This is an optimization exercise on Yosys and OpenROAD, whose aim is small area, not a production implementation.
At most, simulation tests tie the RTL to the original design; equivalence was not proved.
No functional check of the RTL was part of runs 3 to 6.
Power is estimated from default activity; no workload was simulated.

==> design/flow/design.v <==
module ost_desc_decode (
    input  wire [63:0] raw_lo,
    input  wire [63:0] raw_hi,
    input  wire        wide,
    output wire [63:0] base,
    output wire [19:0] limit,
    output wire [3:0]  dtype,
    output wire        s,
    output wire [1:0]  dpl,
    output wire        p,
    output wire        avl,
    output wire        l,
    output wire        db,
    output wire        g
);
    assign limit = {raw_lo[51:48], raw_lo[15:0]};
    assign base  = {(wide ? raw_hi[31:0] : 32'h0), raw_lo[63:56], raw_lo[39:32], raw_lo[31:16]};
    assign dtype = raw_lo[43:40];
    assign s     = raw_lo[44];
    assign dpl   = raw_lo[46:45];
    assign p     = raw_lo[47];
    assign avl   = raw_lo[52];
    assign l     = raw_lo[53];
    assign db    = raw_lo[54];
    assign g     = raw_lo[55];
endmodule
module ost_sel_decode (
    input  wire [15:0] sel,
    output wire [1:0]  rpl,
    output wire        ti,
    output wire [12:0] index
);
    assign rpl   = sel[1:0];
    assign ti    = sel[2];
    assign index = sel[15:3];
endmodule
module ost_ddmd (
    input  wire         clk,
    input  wire         rst,
    input  wire         req_valid,
    output wire         req_ready,
    input  wire [31:0]  req_op,
    input  wire [31:0]  req_in_len,
    input  wire [31:0]  req_out_cap,
    input  wire [95:0]  req_in,         
    output wire         resp_valid,
    input  wire         resp_ready,
    output wire [1:0]   resp_status,
    output wire [31:0]  resp_bytes,
    output wire [319:0] resp_out,       
    output wire         prim_valid,
    output wire [2:0]   prim_cmd,
    output wire [63:0]  prim_addr,
    output wire [63:0]  prim_wdata,
    input  wire         prim_ack,
    input  wire [63:0]  prim_rdata,
    input  wire [15:0]  prim_rlimit,
    input  wire         prim_fault,
    output wire         faulted
);
    localparam [3:0] S_IDLE   = 4'b0000;
    localparam [3:0] S_RESP   = 4'b0001;
    localparam [3:0] S_FAULT  = 4'b0010;
    localparam [3:0] S_ADD    = 4'b0011;
    localparam [3:0] S_RDMSR  = 4'b1000;
    localparam [3:0] S_WRMSR  = 4'b1001;
    localparam [3:0] S_RDSREG = 4'b1010;
    localparam [3:0] S_SGDT   = 4'b1011;
    localparam [3:0] S_MEMLO  = 4'b1100;
    localparam [3:0] S_MEMHI  = 4'b1101;
    reg [3:0]  state;
    reg [1:0]  st;         
    reg        q;          
    reg        m;          
    reg        res;        
    reg        hi_ok;      
    reg [15:0] sel;
    reg [63:0] pa;
    reg [63:0] wd;
    wire op_hi0   = (req_op[31:2] == 30'd0);
    wire op_rd    = op_hi0 & (req_op[1:0] == 2'd1);
    wire op_wr    = op_hi0 & (req_op[1:0] == 2'd2);
    wire op_qs    = op_hi0 & (req_op[1:0] == 2'd3);
    wire op_ok    = op_hi0 & (req_op[1:0] != 2'd0);
    wire len_hi0  = (req_in_len[31:4] == 28'd0);
    wire cap_hi0  = (req_out_cap[31:6] == 26'd0);
    wire small_rd = (len_hi0 & (req_in_len[3:0] < 4'd4)) | (cap_hi0 & (req_out_cap[5:0] < 6'd8));
    wire small_wr = (len_hi0 & (req_in_len[3:0] < 4'd12));
    wire small_qs = (len_hi0 & (req_in_len[3:0] < 4'd2)) | (cap_hi0 & (req_out_cap[5:0] < 6'd40));
    wire short_in    = (op_rd & small_rd) | (op_wr & small_wr) | (op_qs & small_qs);
    wire bad_idx  = (req_in[15:3] != 13'd0) | (req_in[2] & req_in[1]);
    wire inv      = op_qs & ~short_in & bad_idx;
    wire go       = op_ok & ~short_in & ~inv;
    wire [12:0] index  = sel[15:3];
    wire [16:0] off7   = {1'b0, index, 3'b111};
    wire [16:0] off15  = off7 + 17'd8;
    wire        lo_in  = off7  <= {1'b0, prim_rlimit};
    wire        hi_in  = off15 <= {1'b0, prim_rlimit};
    wire [12:0] add_x  = (state == S_ADD) ? index : 13'd1;
    wire [60:0] pa_sum = pa[63:3] + {48'd0, add_x};
    wire ack = prim_ack;
    wire sel_null = prim_rdata[2] | (prim_rdata[15:3] == 13'd0);
    always @(posedge clk) begin
        if (rst) begin
            state <= S_IDLE;
        end else begin
            case (state)
                S_IDLE: begin
                    if (req_valid) begin
                        st  <= {~op_ok | inv, ~op_ok | short_in};
                        q   <= go & op_qs;
                        m   <= go & op_rd;
                        res <= 1'b0;
                        pa[31:0] <= req_in[31:0];
                        wd  <= req_in[95:32];
                        if (!go)        state <= S_RESP;
                        else if (op_rd) state <= S_RDMSR;
                        else if (op_wr) state <= S_WRMSR;
                        else            state <= S_RDSREG;
                    end
                end
                S_RDMSR: begin
                    if (ack) begin
                        sel <= prim_rdata[15:0];
                        wd  <= prim_rdata;
                        state <= prim_fault ? S_FAULT : S_RESP;
                    end
                end
                S_WRMSR: begin
                    if (ack) state <= prim_fault ? S_FAULT : S_RESP;
                end
                S_RDSREG: begin
                    if (ack) begin
                        sel <= prim_rdata[15:0];
                        if (sel_null) begin
                            pa <= 64'd0;
                            wd <= 64'd0;
                            state <= S_RESP;
                        end else begin
                            state <= S_SGDT;
                        end
                    end
                end
                S_SGDT: begin
                    if (ack) begin
                        hi_ok <= hi_in;
                        if (lo_in) begin
                            pa <= prim_rdata;
                            state <= S_ADD;
                        end else begin
                            pa <= 64'd0;
                            wd <= 64'd0;
                            state <= S_RESP;
                        end
                    end
                end
                S_ADD: begin
                    pa[63:3] <= pa_sum;
                    state <= S_MEMLO;
                end
                S_MEMLO: begin
                    if (ack) begin
                        if (prim_fault) begin
                            state <= S_FAULT;
                        end else if (prim_rdata[44]) begin
                            wd  <= prim_rdata;
                            pa  <= 64'd0;
                            res <= 1'b1;
                            state <= S_RESP;
                        end else if (hi_ok) begin
                            wd  <= prim_rdata;
                            pa[63:3] <= pa_sum;
                            res <= 1'b1;
                            state <= S_MEMHI;
                        end else begin
                            wd <= 64'd0;
                            pa <= 64'd0;
                            state <= S_RESP;
                        end
                    end
                end
                S_MEMHI: begin
                    if (ack) begin
                        pa <= prim_rdata;
                        state <= prim_fault ? S_FAULT : S_RESP;
                    end
                end
                S_RESP: begin
                    if (resp_ready) state <= S_IDLE;
                end
                S_FAULT: begin
                    state <= S_FAULT;
                end
                default: state <= S_IDLE;
            endcase
        end
    end
    assign req_ready  = (state == S_IDLE);
    assign resp_valid = (state == S_RESP);
    assign faulted    = (state == S_FAULT);
    assign prim_valid = state[3];
    assign prim_cmd   = state[2] ? 3'd4 : {1'b0, state[1:0]};
    assign prim_addr  = pa;
    assign prim_wdata = wd;
    assign resp_status = st;
    assign resp_bytes  = {26'd0, q, 1'b0, q | m, 3'd0};
    wire [63:0] dec_base;
    wire [19:0] dec_limit;
    wire [3:0]  dec_type;
    wire        dec_s, dec_p, dec_avl, dec_l, dec_db, dec_g;
    wire [1:0]  dec_dpl;
    ost_desc_decode u_dec (
        .raw_lo (wd),
        .raw_hi (pa),
        .wide   (1'b1),       
        .base   (dec_base),
        .limit  (dec_limit),
        .dtype  (dec_type),
        .s      (dec_s),
        .dpl    (dec_dpl),
        .p      (dec_p),
        .avl    (dec_avl),
        .l      (dec_l),
        .db     (dec_db),
        .g      (dec_g)
    );
    wire wide = res & ~wd[44];
    assign resp_out[15:0]   = sel;
    assign resp_out[16]     = q ? res  : wd[16];
    assign resp_out[23:17]  = q ? 7'd0 : wd[23:17];
    assign resp_out[24]     = q ? wide : wd[24];
    assign resp_out[31:25]  = q ? 7'd0 : wd[31:25];
    assign resp_out[63:32]  = q ? {12'd0, dec_limit} : wd[63:32];
    assign resp_out[127:64]  = dec_base;
    assign resp_out[135:128] = {4'd0, dec_type};
    assign resp_out[143:136] = {7'd0, dec_s};
    assign resp_out[151:144] = {6'd0, dec_dpl};
    assign resp_out[159:152] = {7'd0, dec_p};
    assign resp_out[167:160] = {7'd0, dec_avl};
    assign resp_out[175:168] = {7'd0, dec_l};
    assign resp_out[183:176] = {7'd0, dec_db};
    assign resp_out[191:184] = {7'd0, dec_g};
    assign resp_out[255:192] = wd;
    assign resp_out[319:256] = pa;
    wire [1:0]  sel_rpl;
    wire        sel_ti;
    wire [12:0] sel_index;
    ost_sel_decode u_sel (
        .sel   (sel),
        .rpl   (sel_rpl),
        .ti    (sel_ti),
        .index (sel_index)
    );
endmodule
==> design/flow/run.sh <==
#!/bin/bash
# synth_recipe.tcl (not shown) runs the flow's synth.tcl, then flattens the netlist and writes it again
# the make line also repeats each setting of config.mk as NAME=value (left out here)
make -C /OpenROAD-flow-scripts/flow DESIGN_CONFIG=/design/flow/config.mk WORK_HOME=/design/flow/orfs CLKGATE_MAP_FILE= SYNTH_SCRIPT=/design/flow/synth_recipe.tcl finish
==> design/flow/config.mk <==
export PLATFORM = sky130hd
export DESIGN_NAME = ost_ddmd
export DESIGN_NICKNAME = ost_ddmd
export VERILOG_FILES = /design/flow/design.v
export SDC_FILE = /design/flow/constraint.sdc
export NUM_CORES = 4
export LEC_CHECK = 0
export CAP_MARGIN = 20
export CORE_AREA = 10 10 310 310
export DIE_AREA = 0 0 320 320
export SLEW_MARGIN = 40
==> design/flow/constraint.sdc <==
create_clock -name core_clock -period 10.0 [get_ports {clk}]
set_input_delay 2.0000 -clock core_clock [delete_from_list [all_inputs] [get_ports {clk}]]
set_output_delay 2.0000 -clock core_clock [all_outputs]
set_load 0.01 [all_outputs]
==> results of run 1 <==
-- how the worst max path moves through the flow --
stage | start | end | slack, ps | depth (start not counted)
final | prim_rlimit[13] | pa[21]$_DFFE_PP_ | 4350 | 11
after global routing | prim_rlimit[13] | pa[21]$_DFFE_PP_ | 4280 | 11
after CTS | prim_rlimit[13] | pa[21]$_DFFE_PP_ | 4480 | 11
after detailed placement | prim_rlimit[13] | pa[21]$_DFFE_PP_ | 3930 | 11
after global placement | prim_rlimit[13] | pa[21]$_DFFE_PP_ | 3870 | 11
after floorplan | prim_rlimit[13] | wd[0]$_DFFE_PP_ | 2620 | 8
-- report_power, final --
group / leakage (nW) / total [mW] / internal [mW] / switching [mW]
clock network: 0.292 / 0.736 / 0.377 / 0.359
registers: 1.43 / 0.784 / 0.737 / 0.0474
logic: 5.12 / 0.455 / 0.251 / 0.204
total: 6.83 / 1.98 / 1.37 / 0.611
-- worst register-to-register path, stage by stage (launching register included) --
cell and delay [ps]:
edfxtp_1 590, ha_1 400, a211oi_1 220, o21bai_1 150
a2111oi_0 630, a21oi_1 370, a21oi_4 680, buf_4 620
a22oi_1 380, o21ai_0 130
-- flip-flops by register name, summed over array words and instances (netlist names) --
name	flops
hi_ok	1
m	1
pa	64
q	1
res	1
sel	16
st	2
state	4
wd	64
-- cells in the final DEF, fill, tap and decap left out, types with 6 or more instances in the layout --
master | Yosys | routed
clkdlybuf4s50_1 | 0 | 680
edfxtp_1 | 150 | 150
nand2_1 | 88 | 88
conb_1 | 1 | 82
nor2_1 | 78 | 77
a22o_1 | 70 | 70
o21ai_0 | 55 | 55
ha_1 | 40 | 40
nand3_1 | 38 | 37
xnor2_1 | 37 | 37
inv_1 | 35 | 35
nor4_1 | 36 | 35
nor2b_1 | 34 | 33
nand4_1 | 28 | 28
a21oi_1 | 27 | 24
nor3_1 | 24 | 24
xor2_1 | 21 | 21
mux2_2 | 17 | 17
clkbuf_16 | 0 | 17
buf_4 | 299 | 15
a22oi_1 | 14 | 14
a221oi_1 | 11 | 11
and2_1 | 9 | 9
and3_1 | 8 | 8
nand2b_1 | 7 | 7
o21a_1 | 7 | 7
and4_1 | 7 | 7
or3_1 | 6 | 6
a221o_1 | 6 | 6
inv_6 | 0 | 6
-- cells by family (layout without fill, tap and decap cells) --
| family | count (synthesis) | in the layout | share of synthesized area |
|---|---|---|---|
| buffers and inverters | 385 | 764 | 0.212 |
| and+or+nand+nor | 382 | 382 | 0.161 |
| AOI/OAI and AO/OA | 244 | 244 | 0.147 |
| DFF | 154 | 154 | 0.377 |
| xor gates and xnor gates | 58 | 58 | 0.0417 |
| adders and majority gates | 41 | 41 | 0.0428 |
| muxes | 20 | 20 | 0.0182 |
| other | 1 | 86 | 0.000308 |
-- per-layer routing --
metal,up-vias,share of wire,wire length (µm)
met5,-,0.00090,69
met4,12,0.021,1620
met3,73,0.095,7250
met2,651,0.44,33700
met1,5715,0.44,33900
li1,5212,-,-
-- through the flow --
stage               setup WS (ps)  hold WS, ps
detailed placement           3930          681
CTS                          4480          703
global route                 4280          744
finish                       4350          694
floorplan                    2620          618
global placement             3870          689
-- final cells by class --
class / instances / area, µm²
diodes: 4 / 10.0
clock buffers: 17 / 425
clock inverters: 15 / 180
fillers: 9727 / 69600
inverters: 35 / 131
multi-input cells: 827 / 5410
flip-flops and latches: 154 / 4580
well taps: 1165 / 1460
repair buffers: 697 / 6940
==> results.ini, run 1 <==
[hold_path]
min_to = pa[63]$_DFFE_PP_
hold_depth = 2
hp-start = pa[63]$_DFFE_PP_
min_path_type = register to register

[worst_setup_path]
crit_type = primary input to register
path_buf_inv = 3
max_stage_delay_ps = 680
rr_worst_depth = 9
required_ps = 10360
path_cells = clkdlybuf4s50_1 > inv_1 > ha_1 > a211oi_1 > o21bai_1 > a2111oi_0 > a21oi_1 > a21oi_4 > buf_4 > a22oi_1 > o21ai_0
r2r-start = sel[13]$_DFFE_PP_
setup.worst_path.end_class = register
worstReg2RegEnd = pa[21]$_DFFE_PP_
crit_fanout = 46
cp_slowest_cell = a21oi_4
cp.arrival_ps = 6000
critical_path.top_delay_family = compound AO/OA/AOI/OAI gates
regToRegSetupSlack_ps = 5700
cp-start-kind = primary input

[layout]
fin_nets = 2051
layout.cells.non_filler = 2914
syn_to_final_growth_pct = 57.3
drive_above_1_share = 0.0499
post-route-cell-area_mm2 = 0.0191
utilization = 0.216

[sta]
tns_ps = 0
fmax_mhz = 177
fin_worst_skew_ps = 17.1
tightest_slew_ps = 801
hold_viol = 0
maxSlewHeadroom = 0.466
period_share = 0.565
setup_viol = 0
slew_violations = 0
period_minus_slack_ps = 5650
rsz0062_at_grt = false

[clocking]
clock-sinks = 154
cts_tree = yes
ctsHoldBuffers = 0
numCtsBuffers = 17
cts_root_buf = clkbuf_16
cts_htree_levels = 4
post_cts_buffers = 0
clockBufferDepth = 2
clk_latency_ps = 510
ctsResizeCount = 0
clkTransAtPathRegs_ps = 80

[synthesis]
synth_top_area_share = 0.370
ys_top_cells_by_count = 299 x buf_4, 150 x edfxtp_1, 88 x nand2_1, 78 x nor2_1, 70 x a22o_1
synth_seq_cells = 154
yosys_warnings = 1
synthesis.area_mm2 = 0.0122
yosysSeqAreaShare = 0.377
synth_ff_type = edfxtp_1
yosys-top-cells-area = edfxtp_1 37%, buf_4 18%, a22o_1 5.0%
synth-edff-count = 150
synth.most_common_cell = buf_4
yosysTopAreaCell = edfxtp_1
synth_cells = 1285
avgSynthCellArea_um2 = 9.47
async_reset_ff_frac = 0
yosysUniqueCellTypes = 72

[outcome]
outcome = complete, no violations

[route]
drt_iter0_markers = 941
ant_nets = 0
drt-pass1-iter-count = 5
post_drt_via_cell_ratio = 4.00
route.detailed.drc = 0
route.vias.total = 11700
wl_per_cell_um = 26.3
drt-total-wl_um = 76600

[global_route]
overflow = 0
antenna_found_initial = 29
grt_pass1_wl_um = 102000
grt_use_met2 = 0.217
grt_busiest_layer = met2
grt_use_total = 0.143
met1_usage = 0.190
grt_pass1_vias = 12000
globalRouteMet3Util = 0.0469
grt_max_degree = 64

[floorplanning]
die_w_um = 320
dieArea_mm2 = 0.102
initial_core_util = 0.137
ios = 767
fp-row-count = 109
die_h_um = 320
core-area_mm2 = 0.0888

[placement]
post-place-cells = 2878
post-dp-hpwl_um = 63700
gp_congestion = 0.885
post_dp_cell_area_mm2 = 0.0185
io_buffer_count = 680

[run]
max_cap_violations = 0

[power_and_ir_drop]
ir_worst_vdd_mv = 0.143
power.total_mw = 1.98
power.density_mw_per_mm2 = 103
p_leak_nw = 6.83

==> inputs of run 2 (changes only) <==
==> design/flow/flow/run.sh (new file) <==
#!/bin/bash
# Standard ORFS layout (the standard.sh, standard synthesis unchanged),
# with the port buffers that buffer_ports inserts taken as the smallest
# buffer cell instead of the default delay buffer.
set -euo pipefail
export BUFFER_PORTS_ARGS="-buffer_cell sky130_fd_sc_hd__buf_1"
bash standard.sh > standard_flow.log 2>&1
==> design/flow/standard.sh (new file) <==
#!/bin/bash
# synth_recipe.tcl (not shown) runs the flow's synth.tcl, then flattens the netlist and writes it again
# the make line also repeats each setting of config.mk as NAME=value (left out here)
make -C /OpenROAD-flow-scripts/flow DESIGN_CONFIG=/design/flow/config.mk WORK_HOME=/design/flow/orfs CLKGATE_MAP_FILE= SYNTH_SCRIPT=/design/flow/synth_recipe.tcl "${@:-finish}"
removed: design/flow/run.sh
==> results.ini, run 2 <==
[outcome]
outcome = complete, no violations

[sta]
tightest_slew_ps = 825
maxSlewHeadroom = 0.450
slew_violations = 0
tns_ps = 0
setup_viol = 0
period_share = 0.499
rsz0062_at_grt = false
fin_worst_skew_ps = 14.0
whs_ps = 686
hold_viol = 0
fmax_mhz = 200
period_minus_slack_ps = 4990

[global_route]
grt_use_total = 0.138
antenna_found_initial = 28
grt_pass1_wl_um = 97800
overflow = 0
grt_pass1_vias = 12000
grt_max_degree = 64

[worst_setup_path]
max_stage_delay_ps = 610
cp.depth = 11
cp-start-kind = primary input
cp_slowest_cell = buf_4
crit_type = primary input to register
critical_path.top_delay_family = compound AO/OA/AOI/OAI gates
path_cells = buf_1 > inv_1 > ha_1 > a211oi_1 > o21bai_1 > a2111oi_0 > a21oi_1 > a21oi_4 > buf_4 > a22oi_1 > o21ai_0
required_ps = 10340
path_buf_inv = 3
crit_fanout = 50
rr_worst_depth = 13
setup.worst_path.end_class = register
cp.arrival_ps = 5330

[route]
ant_nets = 0
wl_per_cell_um = 25.5
route.vias.total = 11700
drt-total-wl_um = 74500
post_drt_via_cell_ratio = 4.01
route.detailed.drc = 0
drt-pass1-iter-count = 5
drt_iter0_markers = 1034

[clocking]
cts_htree_levels = 4
clkTransAtPathRegs_ps = 70
post_cts_buffers = 0
clockBufferDepth = 2
cts_root_buf = clkbuf_16
cts_tree = yes
ctsResizeCount = 0
ctsHoldBuffers = 0
clk_latency_ps = 500
clock-sinks = 154
numCtsBuffers = 17

[synthesis]
synth-edff-count = 150
async_reset_ff_frac = 0
synth.most_common_cell = buf_4
synth_top_area_share = 0.370
synth_seq_cells = 154
yosysTopAreaCell = edfxtp_1
synthesis.area_mm2 = 0.0122
synth_ff_type = edfxtp_1
yosys_warnings = 1
synth_cells = 1285
yosys-top-cells-area = edfxtp_1 37%, buf_4 18%, a22o_1 5.0%
yosysUniqueCellTypes = 72
ys_top_cells_by_count = 299 x buf_4, 150 x edfxtp_1, 88 x nand2_1, 78 x nor2_1, 70 x a22o_1
yosysSeqAreaShare = 0.377
avgSynthCellArea_um2 = 9.47

[layout]
most-common-layout-cells = 679 x buf_1, 150 x edfxtp_1, 88 x nand2_1
drive_above_1_share = 0.0531
fillers = 10100
layout.area.seq_mm2 = 0.00458
final_common_cell = buf_1
fin_nets = 2056
multi_input_area_mm2 = 0.00540
syn_to_final_growth_pct = 22.2
utilization = 0.168
top_regs = pa x64, wd x64, sel x16

[hold_path]
min_path_type = register to register
hold_depth = 2

[floorplanning]
die_h_um = 320
initial_core_util = 0.137
die_w_um = 320
dieArea_mm2 = 0.102
core-area_mm2 = 0.0888
fp-row-count = 109
ios = 767

[run]
max_cap_violations = 0

[placement]
post-dp-hpwl_um = 61900
io_buffer_count = 680
gp_congestion = 0.874

[power_and_ir_drop]
ir_worst_vdd_mv = 0.136
p_leak_nw = 4.98
power.total_mw = 1.78
power.density_mw_per_mm2 = 120

-- run 2: cell counts after synthesis --
No cell type changed its count.
-- run 2: power by group --
group	internal [mW]	switching [mW]	leakage, nW	total (mW)
registers	0.737	0.0494	1.43	0.786
clock network	0.346	0.347	0.269	0.693
logic	0.0968	0.203	3.29	0.300
-- run 2: kinds of logic (layout without fill, tap and decap cells) --
family / count (synthesis) / count (layout) / synth area share
buffers and inverters: 385 / 769 / 0.212
and+or+nand+nor: 382 / 382 / 0.161
AOI/OAI and AO/OA: 244 / 244 / 0.147
DFF: 154 / 154 / 0.377
xor gates and xnor gates: 58 / 58 / 0.0417
adders and majority gates: 41 / 41 / 0.0428
muxes: 20 / 20 / 0.0182
other: 1 / 88 / 0.000308
-- run 2: final timing paths --
kind | to | start | slack (ps)
setup / recovery | pa[21]$_DFFE_PP_ | prim_rlimit[13] | 5010
hold / removal | pa[63]$_DFFE_PP_ | pa[63]$_DFFE_PP_ | 690
setup reg to reg | pa[61]$_DFFE_PP_ | state[2]$_SDFFE_PP0P_ | 5800
hold reg to reg | pa[63]$_DFFE_PP_ | pa[63]$_DFFE_PP_ | 690
-- run 2: area by class of cell --
cell class / count / area share
Clock buffer: 17 / 0.0286
Sequential cell: 154 / 0.308
Timing Repair Buffer: 702 / 0.183
Inverter: 35 / 0.00883
Tap cell: 1165 / 0.0980
Multi-Input combinational cell: 827 / 0.363
Antenna cell: 6 / 0.00101
Clock inverter: 15 / 0.00934
-- run 2: routing by layer --
| metal | vias up | GRT usage | wire length (µm) |
|---|---|---|---|
| li1 | 5225 | - | - |
| met2 | 748 | 0.203 | 31700 |
| met4 | 18 | 0.0444 | 1710 |
| met3 | 94 | 0.0448 | 7180 |
| met1 | 5636 | 0.186 | 33800 |
| met5 | - | 0 | 117 |
-- run 2: stage by stage --
step,instances,instance area (µm²),setup slack (ps)
2_1_floorplan,1366,12500,2620
3_3_place_gp,2883,14300,4420
3_5_place_dp,2883,14300,4430
4_1_cts,2915,14900,5000
5_1_grt,2915,14900,4780
6_report,2921,14900,5010
-- run 2: tightest hold or removal path, delay by kind of cell, from the launching register on --
family / cells / cell delay [ps]
flops: 1 / 410
compound gates: 1 / 110
simple gates: 1 / 60
==> inputs of run 3 (changes only) <==
--- a/design/flow/design.v
+++ b/design/flow/design.v
@@ -61,7 +61,7 @@
     localparam [3:0] S_IDLE   = 4'b0000;
     localparam [3:0] S_RESP   = 4'b0001;
     localparam [3:0] S_FAULT  = 4'b0010;
-    localparam [3:0] S_ADD    = 4'b0011;
+    localparam [3:0] S_SER    = 4'b0011;    
     localparam [3:0] S_RDMSR  = 4'b1000;
     localparam [3:0] S_WRMSR  = 4'b1001;
     localparam [3:0] S_RDSREG = 4'b1010;
@@ -77,6 +77,17 @@
     reg [15:0] sel;
     reg [63:0] pa;
     reg [63:0] wd;
+    reg [5:0]  cnt;        
+    reg        cy;         
+    wire s_idle   = (state == S_IDLE);
+    wire s_rdmsr  = (state == S_RDMSR);
+    wire s_wrmsr  = (state == S_WRMSR);
+    wire s_rdsreg = (state == S_RDSREG);
+    wire s_sgdt   = (state == S_SGDT);
+    wire s_ser    = (state == S_SER);
+    wire s_memlo  = (state == S_MEMLO);
+    wire s_memhi  = (state == S_MEMHI);
+    wire s_resp   = (state == S_RESP);
     wire op_hi0   = (req_op[31:2] == 30'd0);
     wire op_rd    = op_hi0 & (req_op[1:0] == 2'd1);
     wire op_wr    = op_hi0 & (req_op[1:0] == 2'd2);
@@ -87,19 +98,24 @@
     wire small_rd = (len_hi0 & (req_in_len[3:0] < 4'd4)) | (cap_hi0 & (req_out_cap[5:0] < 6'd8));
     wire small_wr = (len_hi0 & (req_in_len[3:0] < 4'd12));
     wire small_qs = (len_hi0 & (req_in_len[3:0] < 4'd2)) | (cap_hi0 & (req_out_cap[5:0] < 6'd40));
-    wire short_in    = (op_rd & small_rd) | (op_wr & small_wr) | (op_qs & small_qs);
+    wire short_in = (op_rd & small_rd) | (op_wr & small_wr) | (op_qs & small_qs);
     wire bad_idx  = (req_in[15:3] != 13'd0) | (req_in[2] & req_in[1]);
     wire inv      = op_qs & ~short_in & bad_idx;
     wire go       = op_ok & ~short_in & ~inv;
+    wire acc = s_idle & req_valid;
+    wire ack      = prim_ack;
+    wire sel_null = prim_rdata[2] | (prim_rdata[15:3] == 13'd0);
+    wire narrow   = prim_rdata[44];
     wire [12:0] index  = sel[15:3];
     wire [16:0] off7   = {1'b0, index, 3'b111};
     wire [16:0] off15  = off7 + 17'd8;
     wire        lo_in  = off7  <= {1'b0, prim_rlimit};
     wire        hi_in  = off15 <= {1'b0, prim_rlimit};
-    wire [12:0] add_x  = (state == S_ADD) ? index : 13'd1;
-    wire [60:0] pa_sum = pa[63:3] + {48'd0, add_x};
-    wire ack = prim_ack;
-    wire sel_null = prim_rdata[2] | (prim_rdata[15:3] == 13'd0);
+    wire [63:0] off   = {48'd0, index, 3'b000};
+    wire        opb   = res ? (cnt == 6'd3) : off[cnt];
+    wire        s_bit = pa[0] ^ opb ^ cy;
+    wire        s_cy  = (pa[0] & opb) | (pa[0] & cy) | (opb & cy);
+    wire        last  = (cnt == 6'd63);
     always @(posedge clk) begin
         if (rst) begin
             state <= S_IDLE;
@@ -107,82 +123,29 @@
             case (state)
                 S_IDLE: begin
                     if (req_valid) begin
-                        st  <= {~op_ok | inv, ~op_ok | short_in};
-                        q   <= go & op_qs;
-                        m   <= go & op_rd;
-                        res <= 1'b0;
-                        pa[31:0] <= req_in[31:0];
-                        wd  <= req_in[95:32];
                         if (!go)        state <= S_RESP;
                         else if (op_rd) state <= S_RDMSR;
                         else if (op_wr) state <= S_WRMSR;
                         else            state <= S_RDSREG;
                     end
                 end
-                S_RDMSR: begin
-                    if (ack) begin
-                        sel <= prim_rdata[15:0];
-                        wd  <= prim_rdata;
-                        state <= prim_fault ? S_FAULT : S_RESP;
-                    end
-                end
-                S_WRMSR: begin
+                S_RDMSR, S_WRMSR, S_MEMHI: begin
                     if (ack) state <= prim_fault ? S_FAULT : S_RESP;
                 end
                 S_RDSREG: begin
-                    if (ack) begin
-                        sel <= prim_rdata[15:0];
-                        if (sel_null) begin
-                            pa <= 64'd0;
-                            wd <= 64'd0;
-                            state <= S_RESP;
-                        end else begin
-                            state <= S_SGDT;
-                        end
-                    end
+                    if (ack) state <= sel_null ? S_RESP : S_SGDT;
                 end
                 S_SGDT: begin
-                    if (ack) begin
-                        hi_ok <= hi_in;
-                        if (lo_in) begin
-                            pa <= prim_rdata;
-                            state <= S_ADD;
-                        end else begin
-                            pa <= 64'd0;
-                            wd <= 64'd0;
-                            state <= S_RESP;
-                        end
-                    end
-                end
-                S_ADD: begin
-                    pa[63:3] <= pa_sum;
-                    state <= S_MEMLO;
+                    if (ack) state <= lo_in ? S_SER : S_RESP;
+                end
+                S_SER: begin
+                    if (last) state <= res ? S_MEMHI : S_MEMLO;
                 end
                 S_MEMLO: begin
                     if (ack) begin
-                        if (prim_fault) begin
-                            state <= S_FAULT;
-                        end else if (prim_rdata[44]) begin
-                            wd  <= prim_rdata;
-                            pa  <= 64'd0;
-                            res <= 1'b1;
-                            state <= S_RESP;
-                        end else if (hi_ok) begin
-                            wd  <= prim_rdata;
-                            pa[63:3] <= pa_sum;
-                            res <= 1'b1;
-                            state <= S_MEMHI;
-                        end else begin
-                            wd <= 64'd0;
-                            pa <= 64'd0;
-                            state <= S_RESP;
-                        end
-                    end
-                end
-                S_MEMHI: begin
-                    if (ack) begin
-                        pa <= prim_rdata;
-                        state <= prim_fault ? S_FAULT : S_RESP;
+                        if (prim_fault)             state <= S_FAULT;
+                        else if (!narrow && hi_ok)  state <= S_SER;
+                        else                        state <= S_RESP;
                     end
                 end
                 S_RESP: begin
@@ -195,8 +158,40 @@
             endcase
         end
     end
-    assign req_ready  = (state == S_IDLE);
-    assign resp_valid = (state == S_RESP);
+    always @(posedge clk) begin
+        if (acc) begin
+            st  <= {~op_ok | inv, ~op_ok | short_in};
+            q   <= go & op_qs;
+            m   <= go & op_rd;
+        end
+        if (acc)
+            res <= 1'b0;
+        else if (ack & s_memlo)
+            res <= narrow | hi_ok;
+        if (ack & s_sgdt)
+            hi_ok <= hi_in;
+        cnt <= s_ser ? cnt + 6'd1 : 6'd0;
+        cy  <= s_ser & s_cy;
+    end
+    wire sel_ld = ack & (s_rdsreg | s_rdmsr);
+    wire unres  = ack & ((s_rdsreg & sel_null) | (s_sgdt & ~lo_in));
+    wire w_in   = acc;
+    wire w_rd   = ack & (s_rdmsr | (s_memlo & (narrow | hi_ok)));
+    wire w_hold = ~(w_in | w_rd | unres | (ack & s_memlo));
+    wire p_in   = acc;
+    wire p_rd   = ack & ((s_sgdt & lo_in) | s_memhi);
+    wire p_sh   = s_ser;
+    wire p_hold = ~(p_in | p_rd | p_sh | unres | (ack & s_memlo & (narrow | ~hi_ok)));
+    always @(posedge clk) begin
+        sel <= ({16{sel_ld}} & prim_rdata[15:0]) | ({16{~sel_ld}} & sel);
+        wd  <= ({64{w_in}} & req_in[95:32]) | ({64{w_rd}} & prim_rdata) | ({64{w_hold}} & wd);
+        pa[31:0]  <= ({32{p_in}} & req_in[31:0]) | ({32{p_rd}} & prim_rdata[31:0]) |
+                     ({32{p_sh}} & pa[32:1]) | ({32{p_hold}} & pa[31:0]);
+        pa[63:32] <= ({32{p_rd}} & prim_rdata[63:32]) | ({32{p_sh}} & {s_bit, pa[63:33]}) |
+                     ({32{p_hold | p_in}} & pa[63:32]);
+    end
+    assign req_ready  = s_idle;
+    assign resp_valid = s_resp;
     assign faulted    = (state == S_FAULT);
     assign prim_valid = state[3];
     assign prim_cmd   = state[2] ? 3'd4 : {1'b0, state[1:0]};
--- a/design/flow/config.mk
+++ b/design/flow/config.mk
@@ -6,6 +6,6 @@
 export NUM_CORES = 4
 export LEC_CHECK = 0
 export CAP_MARGIN = 20
-export CORE_AREA = 10 10 310 310
-export DIE_AREA = 0 0 320 320
+export CORE_AREA = 5 5 195 195
+export DIE_AREA = 0 0 200 200
 export SLEW_MARGIN = 40
==> results.ini, run 3 <==
[synthesis]
yosysUniqueCellTypes = 62
yosysSeqAreaShare = 0.329
synth_cells = 1291
synth_seq_cells = 161
synth_top_area_share = 0.268
yosys-top-cells-area = dfxtp_1 27%, buf_4 22%, a22oi_1 9.3%
synth.most_common_cell = buf_4
synthesis.area_mm2 = 0.0105
synth-edff-count = 21
async_reset_ff_frac = 0
avgSynthCellArea_um2 = 8.09
yosys_warnings = 1
yosysTopAreaCell = dfxtp_1
ys_top_cells_by_count = 300 x buf_4, 151 x nand3_1, 140 x dfxtp_1, 129 x a22oi_1, 90 x inv_1
synth_ff_type = dfxtp_1

[outcome]
tool.error = [ERROR PPL-0024] Number of IO pins (767) exceeds maximum number of available positions (718). Increase the die perimeter from 800.00um to 1043.12um.
outcome = stopped before the end
stop_stage = I/O pin placement

[floorplanning]
die_w_um = 200
die_h_um = 200
initial_core_util = 0.294
fp-row-count = 69

## run 3: cell types whose count changed after synthesis, sizes merged, moves of 22 or more
cell | previous run | this run
buf | 309 | 332
a22o | 70 | 0
inv | 35 | 91
xnor2 | 37 | 7
dfxtp | 4 | 140
nor2b | 35 | 2
nor2 | 79 | 55
nand2 | 88 | 66
edfxtp | 150 | 21
o21ai | 58 | 89
a22oi | 14 | 129
nand3 | 38 | 151
## run 3: logic make-up after synthesis
| family | count (synthesis) | synth area share |
|---|---|---|
| multiplexers | 5 | 0.00838 |
| flip-flops | 161 | 0.329 |
| adder cells (fa/ha/maj) | 29 | 0.0354 |
| XOR/XNOR | 14 | 0.0117 |
| AND/OR/NAND/NOR | 352 | 0.165 |
| buffers and inverters | 455 | 0.275 |
| AO/OA/AOI/OAI | 274 | 0.176 |
| other | 1 | 0.000359 |
==> inputs of run 4 (changes only) <==
--- a/design/flow/config.mk
+++ b/design/flow/config.mk
@@ -7,5 +7,6 @@
 export LEC_CHECK = 0
 export CAP_MARGIN = 20
 export CORE_AREA = 5 5 195 195
+export CTS_BUF_LIST = sky130_fd_sc_hd__clkbuf_8
 export DIE_AREA = 0 0 200 200
 export SLEW_MARGIN = 40
==> results.ini, run 4 <==
[outcome]
outcome = stopped before the end
tool.error = [ERROR PPL-0024] Number of IO pins (767) exceeds maximum number of available positions (718). Increase the die perimeter from 800.00um to 1043.12um.
stop_stage = I/O pin placement

[synthesis]
yosys-top-cells-area = dfxtp_1 27%, buf_4 22%, a22oi_1 9.3%
synth_cells = 1291
synth.most_common_cell = buf_4
ys_top_cells_by_count = 300 x buf_4, 151 x nand3_1, 140 x dfxtp_1, 129 x a22oi_1, 90 x inv_1
synthesis.area_mm2 = 0.0105
avgSynthCellArea_um2 = 8.09
yosysUniqueCellTypes = 62
yosysTopAreaCell = dfxtp_1
async_reset_ff_frac = 0
synth_top_area_share = 0.268
synth-edff-count = 21
synth_seq_cells = 161
yosys_warnings = 1
yosysSeqAreaShare = 0.329
synth_ff_type = dfxtp_1

[floorplanning]
fp-row-count = 69
initial_core_util = 0.294
die_w_um = 200
die_h_um = 200

-- run 4: cell counts after synthesis --
No cell type changed its count.
-- run 4: cells by family after synthesis --
family,after synthesis,share of synthesized area
xor+xnor,14,0.0117
simple gates,352,0.165
other cells,1,0.000359
flops,161,0.329
fa+ha+maj,29,0.0354
compound gates,274,0.176
buf+inv,455,0.275
mux,5,0.00838
==> inputs of run 5 (changes only) <==
--- a/design/flow/config.mk
+++ b/design/flow/config.mk
@@ -6,7 +6,7 @@
 export NUM_CORES = 4
 export LEC_CHECK = 0
 export CAP_MARGIN = 20
-export CORE_AREA = 5 5 195 195
+export CORE_AREA = 5 5 265 265
 export CTS_BUF_LIST = sky130_fd_sc_hd__clkbuf_8
-export DIE_AREA = 0 0 200 200
+export DIE_AREA = 0 0 270 270
 export SLEW_MARGIN = 40
==> results.ini, run 5 <==
[clocking]
clkTransAtPathRegs_ps = 110
ctsResizeCount = 0
cts_tree = yes
clock-sinks = 161
clockBufferDepth = 2
post_cts_buffers = 0
clk_latency_ps = 530
cts_htree_levels = 4
ctsHoldBuffers = 0
numCtsBuffers = 17
cts_root_buf = clkbuf_8

[global_route]
grt_max_degree = 66
antenna_found_initial = 17
grt_pass1_vias = 10500
grt_use_total = 0.142
grt_pass1_wl_um = 75600
overflow = 0

[route]
drt_iter0_markers = 739
post_drt_via_cell_ratio = 4.23
drt-total-wl_um = 55200
route.vias.total = 11100
route.detailed.drc = 0
wl_per_cell_um = 21.1
drt-pass1-iter-count = 8
ant_nets = 0

[worst_setup_path]
critical_path.top_delay_family = simple AND/OR/NAND/NOR gates
crit_fanout = 15
cp.arrival_ps = 2150
cp_slowest_cell = dfxtp_1
path_buf_inv = 1
cp-start-kind = register
required_ps = 8000
max_stage_delay_ps = 520
path_cells = nand2b_1 > nor3_1 > buf_1
crit_type = register to output port
setup.worst_path.end_class = output port

[synthesis]
async_reset_ff_frac = 0
avgSynthCellArea_um2 = 8.09
yosysTopAreaCell = dfxtp_1
ys_top_cells_by_count = 300 x buf_4, 151 x nand3_1, 140 x dfxtp_1, 129 x a22oi_1, 90 x inv_1
synth_seq_cells = 161
yosys_warnings = 1
yosys-top-cells-area = dfxtp_1 27%, buf_4 22%, a22oi_1 9.3%
synth_cells = 1291
synth_ff_type = dfxtp_1
yosysUniqueCellTypes = 62
synthesis.area_mm2 = 0.0105
synth_top_area_share = 0.268
synth.most_common_cell = buf_4
yosysSeqAreaShare = 0.329
synth-edff-count = 21

[power_and_ir_drop]
ir_worst_vdd_mv = 0.0798
p_leak_nw = 4.54
power.density_mw_per_mm2 = 174

[outcome]
outcome = complete, no violations

[floorplanning]
ios = 767
die_w_um = 270
core-area_mm2 = 0.0672
die_h_um = 270
dieArea_mm2 = 0.0729
initial_core_util = 0.156
fp-row-count = 95

[placement]
post_dp_cell_area_mm2 = 0.0121
pre_cts_ws_ps = 5310
io_buffer_count = 680
gp_congestion = 0.905
post-dp-hpwl_um = 43600

[layout]
top_regs = pa x64, wd x64, cnt x6
fillers = 7723
syn_to_final_growth_pct = 19.6
drive_above_1_share = 0.0397
most-common-layout-cells = 680 x buf_1, 151 x nand3_1, 140 x dfxtp_1
final_common_cell = buf_1
post-route-cell-area_mm2 = 0.0125
fin_nets = 2034

[sta]
tightest_slew_ps = 834
tns_ps = 0
hold_viol = 0
rsz0062_at_grt = false
maxSlewHeadroom = 0.443
setup_viol = 0
fin_worst_skew_ps = 15.8
fmax_mhz = 241
period_share = 0.415
period_minus_slack_ps = 4150
slew_violations = 0
fin_ws_ps = 5850

[hold_path]
min_path_type = register to register

[run]
max_cap_violations = 0

[run 5: cell counts after synthesis]
Identical to the previous run, type by type.
[run 5: where the power goes]
group	internal, mW	switching [mW]	leakage, nW
clock	0.230	0.303	0.212
combinational	0.224	0.488	2.98
sequential	0.752	0.184	1.35
[run 5: stage by stage]
stage               total power, mW  hold WS [ps]  instances   util
floorplan                      1.47           480       1372      -
global placement               1.67           484       2581  0.180
detailed placement             1.67           495       2581  0.180
CTS                            2.23           512       2613  0.186
global route                   2.32           555       2615  0.186
finish                         2.18           512       2617  0.186
[run 5: final timing paths]
check                                      startpoint        endpoint  slack [ps]  cells past startpoint
worst max-delay path            state[2]$_SDFFE_PP0P_         faulted        5850                      3
worst min register to register         wd[48]$_DFF_P_  wd[48]$_DFF_P_         510                      2
worst min-delay path                   wd[48]$_DFF_P_  wd[48]$_DFF_P_         510                      2
worst max register to register  state[0]$_SDFFE_PP0P_  wd[63]$_DFF_P_        6470                      6
[run 5: cell families after synthesis]
logic type | after synthesis | synth area share
muxes | 5 | 0.00838
buffers and inverters | 455 | 0.275
DFF | 161 | 0.329
other | 1 | 0.000359
and+or+nand+nor | 352 | 0.165
xor gates and xnor gates | 14 | 0.0117
AOI/OAI and AO/OA | 274 | 0.176
adders and majority gates | 29 | 0.0354
[run 5: area by class of cell]
class                   count  area, µm²  area share
diodes                      4       10.0    0.000801
flip-flops and latches    161       3430       0.275
inverters                  91        344      0.0275
repair buffers            700       2710       0.217
well taps                 873       1090      0.0874
clock inverters            15        170      0.0136
multi-input cells         756       4510       0.361
clock buffers              17        234      0.0187
[run 5: worst register-to-register path: stages (launching register included)]
cell     delay [ps]
dfxtp_1         500
nor4_2          660
nand2_4         440
inv_4           650
buf_4           700
a22oi_1         380
o21ai_0         140
[run 5: metal layers]
layer	global-route usage	routed length [µm]
met1	0.177	23200
met2	0.222	24600
met3	0.0470	5020
met4	0.0656	2250
met5	0	92
==> inputs of run 6 (changes only) <==
--- a/design/flow/config.mk
+++ b/design/flow/config.mk
@@ -7,6 +7,5 @@
 export LEC_CHECK = 0
 export CAP_MARGIN = 20
 export CORE_AREA = 5 5 265 265
-export CTS_BUF_LIST = sky130_fd_sc_hd__clkbuf_8
 export DIE_AREA = 0 0 270 270
 export SLEW_MARGIN = 40
==> results.ini, run 6 <==
[global_route]
grt_pass1_wl_um = 75700
overflow = 0
antenna_found_initial = 17
grt_pass1_vias = 10500
grt_max_degree = 66
grt_use_total = 0.142

[sta]
fin_worst_skew_ps = 12.4
rsz0062_at_grt = false
tns_ps = 0
fmax_mhz = 242
maxSlewHeadroom = 0.433
hold_viol = 0
period_share = 0.412
setup_viol = 0
slew_violations = 0
tightest_slew_ps = 849
period_minus_slack_ps = 4120

[synthesis]
synth_xor_area_frac = 0.0117
synth-edff-count = 21
synth_top_area_share = 0.268
synth_mux_area_frac = 0.00838
synth_seq_cells = 161
yosys_warnings = 1
synth_ff_type = dfxtp_1
synthSimpleGateAreaFrac = 0.165
async_reset_ff_frac = 0
yosysSeqAreaShare = 0.329
synthesis.area_mm2 = 0.0105
yosysUniqueCellTypes = 62
yosysTopAreaCell = dfxtp_1
synth_top_family_by_area = buffers and inverters
yosys-top-cells-area = dfxtp_1 27%, buf_4 22%, a22oi_1 9.3%
avgSynthCellArea_um2 = 8.09
synth_fa_ha_area_frac = 0.0354
synth.most_common_cell = buf_4
synth_compound_area_frac = 0.176
synth_cells = 1291
ys_top_cells_by_count = 300 x buf_4, 151 x nand3_1, 140 x dfxtp_1, 129 x a22oi_1, 90 x inv_1

[worst_setup_path]
cp.depth = 11
cp.arrival_ps = 4540
crit_type = primary input to register
rr_worst_depth = 6
max_stage_delay_ps = 500
r2r-start = state[0]$_SDFFE_PP0P_
crit_fanout = 33
worstReg2RegEnd = wd[63]$_DFF_P_
path_buf_inv = 4
regToRegSetupSlack_ps = 6460
critical_path.top_delay_family = buffers and inverters
setup.worst_path.end_class = register
path_cells = buf_1 > inv_1 > ha_1 > nand4_1 > nor2_1 > nand4_1 > o311ai_4 > buf_4 > buf_4 > nand3_1 > nand3_1
cp_slowest_cell = buf_4
cp-start-kind = primary input
required_ps = 10420

[power_and_ir_drop]
p_leak_nw = 4.63
power.total_mw = 2.35
power.density_mw_per_mm2 = 185
ir_worst_vdd_mv = 0.0730

[hold_path]
hold_depth = 2
min_to = wd[48]$_DFF_P_
hp-start = wd[48]$_DFF_P_
min_path_type = register to register

[placement]
post_dp_cell_area_mm2 = 0.0121
post-dp-hpwl_um = 43600
post-place-cells = 2581
io_buffer_count = 680
gp_congestion = 0.905

[clocking]
post_cts_buffers = 0
cts_root_buf = clkbuf_16
cts_htree_levels = 4
cts_tree = yes
ctsHoldBuffers = 0
numCtsBuffers = 17
clk_latency_ps = 470
clockBufferDepth = 2
clkTransAtPathRegs_ps = 80
ctsResizeCount = 0
clock-sinks = 161

[layout]
top_regs = pa x64, wd x64, cnt x6
layout.cells.non_filler = 2617
fin_nets = 2034
drive_above_1_share = 0.0397
final_common_cell = buf_1
utilization = 0.189
most-common-layout-cells = 680 x buf_1, 151 x nand3_1, 140 x dfxtp_1
syn_to_final_growth_pct = 21.5
post-route-cell-area_mm2 = 0.0127

[route]
route.detailed.drc = 0
ant_nets = 0
wl_per_cell_um = 21.1
drt-total-wl_um = 55200
route.vias.total = 11100
drt-pass1-iter-count = 5
post_drt_via_cell_ratio = 4.23
drt_iter0_markers = 784

[floorplanning]
dieArea_mm2 = 0.0729
die_w_um = 270
core-area_mm2 = 0.0672
ios = 767
initial_core_util = 0.156
fp-row-count = 95
die_h_um = 270

[run]
max_cap_violations = 0

[outcome]
outcome = complete, no violations

run 6: worst reg2reg max path: cells and delay by family, from the launching register on:
kind	cells	cell delay [ps]
AOI/OAI and AO/OA	2	520
buffers and inverters	2	1340
DFF	1	500
and+or+nand+nor	2	1120
run 6: cell families after synthesis:
logic type	Yosys count
buffers and inverters	455
and+or+nand+nor	352
AOI/OAI and AO/OA	274
DFF	161
adders and majority gates	29
xor gates and xnor gates	14
muxes	5
other	1
run 6: report_power, final:
part | internal (mW) | switching, mW | leakage [nW]
registers | 0.753 | 0.184 | 1.35
logic | 0.224 | 0.489 | 2.98
clock network | 0.376 | 0.323 | 0.299
total | 1.35 | 0.996 | 4.63
run 6: area by class of cell:
class | instances | area (µm²)
multi-input cells | 756 | 4510
diodes | 4 | 10.0
inverters | 91 | 344
fillers | 7701 | 54500
well taps | 873 | 1090
clock inverters | 15 | 170
flip-flops and latches | 161 | 3430
repair buffers | 700 | 2710
clock buffers | 17 | 425
run 6: worst max-delay path by stage:
stage	start	to	slack [ps]
4_1_cts	prim_rlimit[14]	pa[30]$_DFF_P_	5860
6_report	prim_rlimit[14]	pa[30]$_DFF_P_	5880
3_5_place_dp	prim_rlimit[14]	pa[30]$_DFF_P_	5310
3_3_place_gp	req_valid	wd[63]$_DFF_P_	5090
2_1_floorplan	prim_rlimit[7]	wd[17]$_DFF_P_	6300
5_1_grt	prim_rlimit[14]	pa[30]$_DFF_P_	5710
run 6: per-layer routing:
metal	up-vias	share of wire	GRT usage
li1	5030	-	-
met1	5211	0.42	0.177
met2	699	0.44	0.222
met3	109	0.088	0.0473
met4	14	0.042	0.0656
met5	-	0.0017	0
run 6: through the flow:
step                      setup WS (ps)  hold slack (ps)
after floorplan                    6300              480
after global placement             5090              484
after detailed placement           5310              495
after CTS                          5860              507
after global routing               5710              550
final                              5880              512
==> inputs of run 7 (changes only) <==
--- a/design/flow/design.v
+++ b/design/flow/design.v
@@ -75,8 +75,10 @@
     reg        res;        
     reg        hi_ok;      
     reg [15:0] sel;
-    reg [63:0] pa;
-    reg [63:0] wd;
+    reg [63:0] pa_n;       
+    reg [63:0] wd_n;       
+    wire [63:0] pa = ~pa_n;
+    wire [63:0] wd = ~wd_n;
     reg [5:0]  cnt;        
     reg        cy;         
     wire s_idle   = (state == S_IDLE);
@@ -107,10 +109,10 @@
     wire sel_null = prim_rdata[2] | (prim_rdata[15:3] == 13'd0);
     wire narrow   = prim_rdata[44];
     wire [12:0] index  = sel[15:3];
-    wire [16:0] off7   = {1'b0, index, 3'b111};
-    wire [16:0] off15  = off7 + 17'd8;
-    wire        lo_in  = off7  <= {1'b0, prim_rlimit};
-    wire        hi_in  = off15 <= {1'b0, prim_rlimit};
+    wire        r7     = (prim_rlimit[2:0] == 3'd7);
+    wire [13:0] dsum   = {1'b0, prim_rlimit[15:3]} + {1'b0, ~index} + {13'd0, r7};
+    wire        lo_in  = dsum[13];
+    wire        hi_in  = dsum[13] & (dsum[12:0] != 13'd0);
     wire [63:0] off   = {48'd0, index, 3'b000};
     wire        opb   = res ? (cnt == 6'd3) : off[cnt];
     wire        s_bit = pa[0] ^ opb ^ cy;
@@ -177,6 +179,8 @@
     wire unres  = ack & ((s_rdsreg & sel_null) | (s_sgdt & ~lo_in));
     wire w_in   = acc;
     wire w_rd   = ack & (s_rdmsr | (s_memlo & (narrow | hi_ok)));
+    wire w_lo   = ack & s_memlo & (narrow | hi_ok);
+    wire w_msr  = ack & s_rdmsr;
     wire w_hold = ~(w_in | w_rd | unres | (ack & s_memlo));
     wire p_in   = acc;
     wire p_rd   = ack & ((s_sgdt & lo_in) | s_memhi);
@@ -184,11 +188,14 @@
     wire p_hold = ~(p_in | p_rd | p_sh | unres | (ack & s_memlo & (narrow | ~hi_ok)));
     always @(posedge clk) begin
         sel <= ({16{sel_ld}} & prim_rdata[15:0]) | ({16{~sel_ld}} & sel);
-        wd  <= ({64{w_in}} & req_in[95:32]) | ({64{w_rd}} & prim_rdata) | ({64{w_hold}} & wd);
-        pa[31:0]  <= ({32{p_in}} & req_in[31:0]) | ({32{p_rd}} & prim_rdata[31:0]) |
-                     ({32{p_sh}} & pa[32:1]) | ({32{p_hold}} & pa[31:0]);
-        pa[63:32] <= ({32{p_rd}} & prim_rdata[63:32]) | ({32{p_sh}} & {s_bit, pa[63:33]}) |
-                     ({32{p_hold | p_in}} & pa[63:32]);
+        wd_n[15:0]  <= ~(({16{w_in}} & req_in[47:32]) | ({16{w_lo}} & prim_rdata[15:0]) |
+                         ({16{w_msr}} & prim_rdata[47:32]) | ({16{w_hold}} & wd[15:0]));
+        wd_n[63:16] <= ~(({48{w_in}} & req_in[95:48]) | ({48{w_rd}} & prim_rdata[63:16]) |
+                         ({48{w_hold}} & wd[63:16]));
+        pa_n[31:0]  <= ~(({32{p_in}} & req_in[31:0]) | ({32{p_rd}} & prim_rdata[31:0]) |
+                         ({32{p_sh}} & pa[32:1]) | ({32{p_hold}} & pa[31:0]));
+        pa_n[63:32] <= ~(({32{p_rd}} & prim_rdata[63:32]) | ({32{p_sh}} & {s_bit, pa[63:33]}) |
+                         ({32{p_hold | p_in}} & pa[63:32]));
     end
     assign req_ready  = s_idle;
     assign resp_valid = s_resp;
@@ -225,7 +232,9 @@
     assign resp_out[23:17]  = q ? 7'd0 : wd[23:17];
     assign resp_out[24]     = q ? wide : wd[24];
     assign resp_out[31:25]  = q ? 7'd0 : wd[31:25];
-    assign resp_out[63:32]  = q ? {12'd0, dec_limit} : wd[63:32];
+    assign resp_out[47:32]  = wd[15:0];
+    assign resp_out[51:48]  = wd[51:48];
+    assign resp_out[63:52]  = q ? 12'd0 : wd[63:52];
     assign resp_out[127:64]  = dec_base;
     assign resp_out[135:128] = {4'd0, dec_type};
     assign resp_out[143:136] = {7'd0, dec_s};
--- a/design/flow/config.mk
+++ b/design/flow/config.mk
@@ -5,7 +5,10 @@
 export SDC_FILE = /design/flow/constraint.sdc
 export NUM_CORES = 4
 export LEC_CHECK = 0
-export CAP_MARGIN = 20
+export CAP_MARGIN = 10
 export CORE_AREA = 5 5 265 265
+export CTS_BUF_LIST = sky130_fd_sc_hd__clkbuf_8
+export CTS_CLUSTER_DIAMETER = 100
+export CTS_CLUSTER_SIZE = 30
 export DIE_AREA = 0 0 270 270
-export SLEW_MARGIN = 40
+export SLEW_MARGIN = 10
==> results.ini, run 7 <==
[layout]
post-route-cell-area_mm2 = 0.0121
fin_nets = 1909
syn_to_final_growth_pct = 18.5
drive_above_1_share = 0.0405
final_common_cell = buf_1
top_regs = pa_n x64, wd_n x64, cnt x6
utilization = 0.180
fillers = 7732
most-common-layout-cells = 680 x buf_1, 150 x inv_1, 140 x dfxtp_1

[sta]
maxSlewHeadroom = 0.253
fmax_mhz = 209
tns_ps = 0
period_share = 0.479
period_minus_slack_ps = 4790
setup_viol = 0
tightest_slew_ps = 1120
slew_violations = 0
fin_worst_skew_ps = 20.4
whs_ps = 518
hold_viol = 0
fin_ws_ps = 5210
rsz0062_at_grt = false

[clocking]
cts_tree = yes
cts_htree_levels = 4
cts_root_buf = clkbuf_8
clock-sinks = 161
ctsHoldBuffers = 0
clkTransAtPathRegs_ps = 110
post_cts_buffers = 0
clk_latency_ps = 540
numCtsBuffers = 17
ctsResizeCount = 0
clockBufferDepth = 2

[route]
ant_nets = 0
drt-total-wl_um = 58700
drt_iter0_markers = 1193
post_drt_via_cell_ratio = 4.25
route.vias.total = 10700
route.detailed.drc = 0
wl_per_cell_um = 23.4
drt-pass1-iter-count = 9

[worst_setup_path]
crit_fanout = 3
setup.worst_path.end_class = register
cp.arrival_ps = 5240
cp-start-kind = primary input
rr_worst_depth = 9
required_ps = 10450
crit_type = primary input to register

[floorplanning]
die_w_um = 270
dieArea_mm2 = 0.0729
core-area_mm2 = 0.0672
fp-row-count = 95
ios = 767
initial_core_util = 0.152
die_h_um = 270

[synthesis]
yosys-top-cells-area = dfxtp_1 27%, buf_4 23%, a222oi_1 6.3%
yosysUniqueCellTypes = 69
synthesis.area_mm2 = 0.0102
synth_cells = 1198
yosysTopAreaCell = dfxtp_1
avgSynthCellArea_um2 = 8.52
ys_top_cells_by_count = 315 x buf_4, 150 x inv_1, 140 x dfxtp_1, 65 x a31oi_1, 64 x a222oi_1
synth-edff-count = 21
yosysSeqAreaShare = 0.337
synth_top_area_share = 0.275
synth_ff_type = dfxtp_1
synth.most_common_cell = buf_4
async_reset_ff_frac = 0
yosys_warnings = 1
synth_seq_cells = 161

[placement]
post_dp_cell_area_mm2 = 0.0117
post-dp-hpwl_um = 47800
gp_congestion = 0.893
pre_cts_ws_ps = 4470
io_buffer_count = 680

[power_and_ir_drop]
ir_worst_vdd_mv = 0.0719
power.density_mw_per_mm2 = 170
switching_power_uw = 881
p_leak_nw = 4.75
clock_power_share = 0.270
swShare = 0.429
internal_power_mw = 1.17
power.share.sequential = 0.382
combPwrFrac = 0.348

[global_route]
grt_pass1_vias = 10200
grt_max_degree = 66
antenna_found_initial = 12
overflow = 0
grt_use_total = 0.153
grt_pass1_wl_um = 79900

[hold_path]
min_path_type = register to register
hold_depth = 2

[run]
max_cap_violations = 0

[outcome]
outcome = complete, no violations

## run 7: cell types whose count changed in the layout (fill, tap and decap cells not counted), sizes merged, moves of 15 or more
cell,before,now
a21boi,2,18
a222oi,0,64
a22oi,129,0
a31oi,1,65
ha,28,13
inv,100,158
nand2,66,46
nand3,151,7
o21ai,89,19
o221ai,1,32
o22ai,2,34
## run 7: per-stage QoR
stage / std cells / total power [mW]
finish: 2510 / 2.05
global route: 2504 / 2.18
CTS: 2501 / 2.10
detailed placement: 2469 / 1.52
global placement: 2469 / 1.51
floorplan: 1279 / 1.38
## run 7: cell families after synthesis
logic type | synth area share
adders and majority gates | 0.0218
other | 0.000368
DFF | 0.337
muxes | 0.0107
AOI/OAI and AO/OA | 0.220
buffers and inverters | 0.313
and+or+nand+nor | 0.0900
xor gates and xnor gates | 0.00687
## run 7: worst max-delay path, stage by stage
cell,delay [ps]
buf_1,80
nor4_1,720
and4_1,660
o311ai_0,390
a2111oi_2,910
a21oi_1,170
a311oi_1,280
## run 7: per-layer routing
metal,vias up,GRT usage,part of all wire
met4,6,0.0429,0.019
met3,56,0.0460,0.095
met2,701,0.247,0.47
met1,5190,0.199,0.42
met5,-,0,0.00080
li1,4720,-,-
## run 7: power groups by stage
stage | clock, mW | sequential (mW) | combinational [mW]
floorplan | 0 | 0.777 | 0.598
global placement | 0 | 0.797 | 0.715
detailed placement | 0 | 0.799 | 0.717
CTS | 0.593 | 0.784 | 0.719
global route | 0.608 | 0.793 | 0.778
finish | 0.555 | 0.784 | 0.714
## run 7: final timing paths
check / from / endpoint / slack [ps]
worst max-delay path: req_in[5] / state[1]$_SDFFE_PP0P_ / 5210
worst min-delay path: cnt[5]$_SDFF_PN0_ / cnt[5]$_SDFF_PN0_ / 520
worst max register to register: register / hi_ok$_DFFE_PP_ / 6420
worst min register to register: cnt[5]$_SDFF_PN0_ / cnt[5]$_SDFF_PN0_ / 520
## run 7: cell type report
class,instances,area [µm²],area share
multi-input cells,590,3900,0.323
flip-flops and latches,161,3430,0.284
repair buffers,694,2660,0.220
well taps,873,1090,0.0904
inverters,151,569,0.0471
clock buffers,17,234,0.0194
clock inverters,15,173,0.0143
diodes,9,22.5,0.00186
==> inputs of run 8 (changes only) <==
==> design/flow/config.mk (replaced) <==
export PLATFORM = sky130hd
export DESIGN_NAME = ost_ddmd
export DESIGN_NICKNAME = ost_ddmd
export VERILOG_FILES = /design/flow/design.v
export SDC_FILE = /design/flow/constraint.sdc
export NUM_CORES = 4
export LEC_CHECK = 0
export CAP_MARGIN = 20
export CORE_AREA = 5 5 265 265
export CTS_BUF_LIST = sky130_fd_sc_hd__clkbuf_8
export DIE_AREA = 0 0 270 270
export SLEW_MARGIN = 40
==> results.ini, run 8 <==
[sta]
maxSlewHeadroom = 0.495
tns_ps = 0
fin_worst_skew_ps = 26.2
setup_viol = 0
hold_viol = 0
rsz0062_at_grt = false
slew_violations = 0
whs_ps = 515
tightest_slew_ps = 757
period_minus_slack_ps = 4550
fmax_mhz = 220
fin_ws_ps = 5450
period_share = 0.455

[route]
drt_iter0_markers = 1291
post_drt_via_cell_ratio = 4.22
ant_nets = 0
route.detailed.drc = 0
route.vias.total = 10600
drt-pass1-iter-count = 10
drt-total-wl_um = 58500
wl_per_cell_um = 23.3

[worst_setup_path]
crit_type = primary input to register
cp.arrival_ps = 4940
crit_fanout = 37
rr_worst_depth = 9
cp-start-kind = primary input
setup.worst_path.end_class = register
required_ps = 10380

[synthesis]
avgSynthCellArea_um2 = 8.52
yosys-top-cells-area = dfxtp_1 27%, buf_4 23%, a222oi_1 6.3%
async_reset_ff_frac = 0
yosysSeqAreaShare = 0.337
synth-edff-count = 21
synth_ff_type = dfxtp_1
synthesis.area_mm2 = 0.0102
synth_seq_cells = 161
synth_top_area_share = 0.275
ys_top_cells_by_count = 315 x buf_4, 150 x inv_1, 140 x dfxtp_1, 65 x a31oi_1, 64 x a222oi_1
yosys_warnings = 1
yosysUniqueCellTypes = 69
synth.most_common_cell = buf_4
yosysTopAreaCell = dfxtp_1
synth_cells = 1198

[hold_path]
hold_depth = 2
min_path_type = register to register

[floorplanning]
core-area_mm2 = 0.0672
fp-row-count = 95
ios = 767
initial_core_util = 0.152
dieArea_mm2 = 0.0729
die_w_um = 270
die_h_um = 270

[power_and_ir_drop]
p_leak_nw = 4.77
ir_worst_vdd_mv = 0.0869
power.total_mw = 2.02
power.density_mw_per_mm2 = 166

[run]
max_cap_violations = 0

[layout]
post-route-cell-area_mm2 = 0.0121
layout.cells.non_filler = 2508
fin_nets = 1912
most-common-layout-cells = 680 x buf_1, 153 x inv_1, 140 x dfxtp_1
syn_to_final_growth_pct = 19.0
utilization = 0.181
final_common_cell = buf_1
top_regs = pa_n x64, wd_n x64, cnt x6
drive_above_1_share = 0.0417

[clocking]
cts_tree = yes
clockBufferDepth = 2
clkTransAtPathRegs_ps = 100
cts_root_buf = clkbuf_8
clk_latency_ps = 530
clock-sinks = 161
post_cts_buffers = 0
ctsResizeCount = 0
numCtsBuffers = 17
ctsHoldBuffers = 0
cts_htree_levels = 4

[global_route]
antenna_found_initial = 12
grt_pass1_vias = 10100
grt_pass1_wl_um = 79300
overflow = 0
grt_max_degree = 55
grt_use_total = 0.152

[placement]
pre_cts_ws_ps = 4860
post_dp_cell_area_mm2 = 0.0117
gp_congestion = 0.893
io_buffer_count = 680
post-dp-hpwl_um = 48200
post-place-cells = 2472

[outcome]
outcome = complete, no violations

[run 8: cell counts after synthesis]
No cell type changed its count.
[run 8: layout make-up]
type	count	area, µm²
inverters	151	569
flip-flops and latches	161	3430
well taps	873	1090
fillers	7706	55000
clock inverters	14	139
repair buffers	697	2710
diodes	4	10.0
multi-input cells	590	3940
clock buffers	18	248
[run 8: where the power goes]
part	switching (mW)	total [mW]	leakage, nW	internal [mW]
Combinational	0.503	0.712	3.22	0.209
Sequential	0.0499	0.784	1.35	0.734
Clock	0.297	0.525	0.204	0.227
Total	0.850	2.02	4.77	1.17
[run 8: worst paths after layout]
path	slack [ps]	start	endpoint
max reg2reg	6450	state[0]$_SDFFE_PP0P_	pa_n[0]$_DFF_P_
min reg2reg	510	wd_n[14]$_DFF_P_	wd_n[14]$_DFF_P_
max	5450	prim_rlimit[2]	wd_n[53]$_DFF_P_
min	510	wd_n[14]$_DFF_P_	wd_n[14]$_DFF_P_
[run 8: worst max-delay path: stages]
cell      delay, ps
buf_1            70
and3_1          180
fa_1            440
a211oi_2        240
o21ai_1         150
a2111o_1        490
a41oi_4         340
a211oi_4        110
buf_4           300
a222oi_1        540
[run 8: kinds of logic after synthesis]
group | Yosys count | share of synthesized area
other | 1 | 0.000368
flip-flops | 161 | 0.337
multiplexers | 7 | 0.0107
AND/OR/NAND/NOR | 184 | 0.0900
buffers and inverters | 528 | 0.313
XOR/XNOR | 8 | 0.00687
adder cells (fa/ha/maj) | 16 | 0.0218
AO/OA/AOI/OAI | 293 | 0.220
[run 8: metal layers]
metal  up-vias  wire length, µm  GRT usage
met5         -               55          0
met4         8             1220     0.0398
met3        60             5780     0.0473
met2       716            27100      0.245
met1      5074            24300      0.197
li1       4723                -          -

==> static timing again, ports no longer ideal <==
In the flow no input, the clock included, has a driving cell. The finished layouts below were timed again as built, in two steps.
Step 1: set_driving_cell puts a clkbuf_16 on clk and a buf_2 on each other input, an assumption about the parent block.
Step 2, shift: input delay + t, output delay - t, t = (earliest + latest rising clock arrival at the registers) / 2. This alone moves slack from input paths to output paths.
Slacks: ideal ports / drivers / drivers and shift; pairs: ideal ports / drivers.
run | t (ns) | setup WS [ns] | worst hold slack (ns) | latest minus earliest clock arrival (ns)
run 1 | 0.560 | 4.353 / 4.357 / 3.797 | 0.694 / 0.694 / 0.694 | 0.017 / 0.017
run 2 | 0.561 | 5.011 / 5.048 / 4.487 | 0.686 / 0.686 / 0.686 | 0.014 / 0.014
run 5 | 0.571 | 5.848 / 5.799 / 5.309 | 0.512 / 0.512 / 0.512 | 0.020 / 0.020
run 6 | 0.517 | 5.876 / 5.843 / 5.326 | 0.512 / 0.512 / 0.512 | 0.015 / 0.016
run 7 | 0.585 | 5.213 / 5.243 / 4.657 | 0.518 / 0.518 / 0.518 | 0.025 / 0.025
run 8 | 0.575 | 5.446 / 5.480 / 4.905 | 0.515 / 0.515 / 0.515 | 0.029 / 0.029
After both steps setup and hold are still met in every run listed.
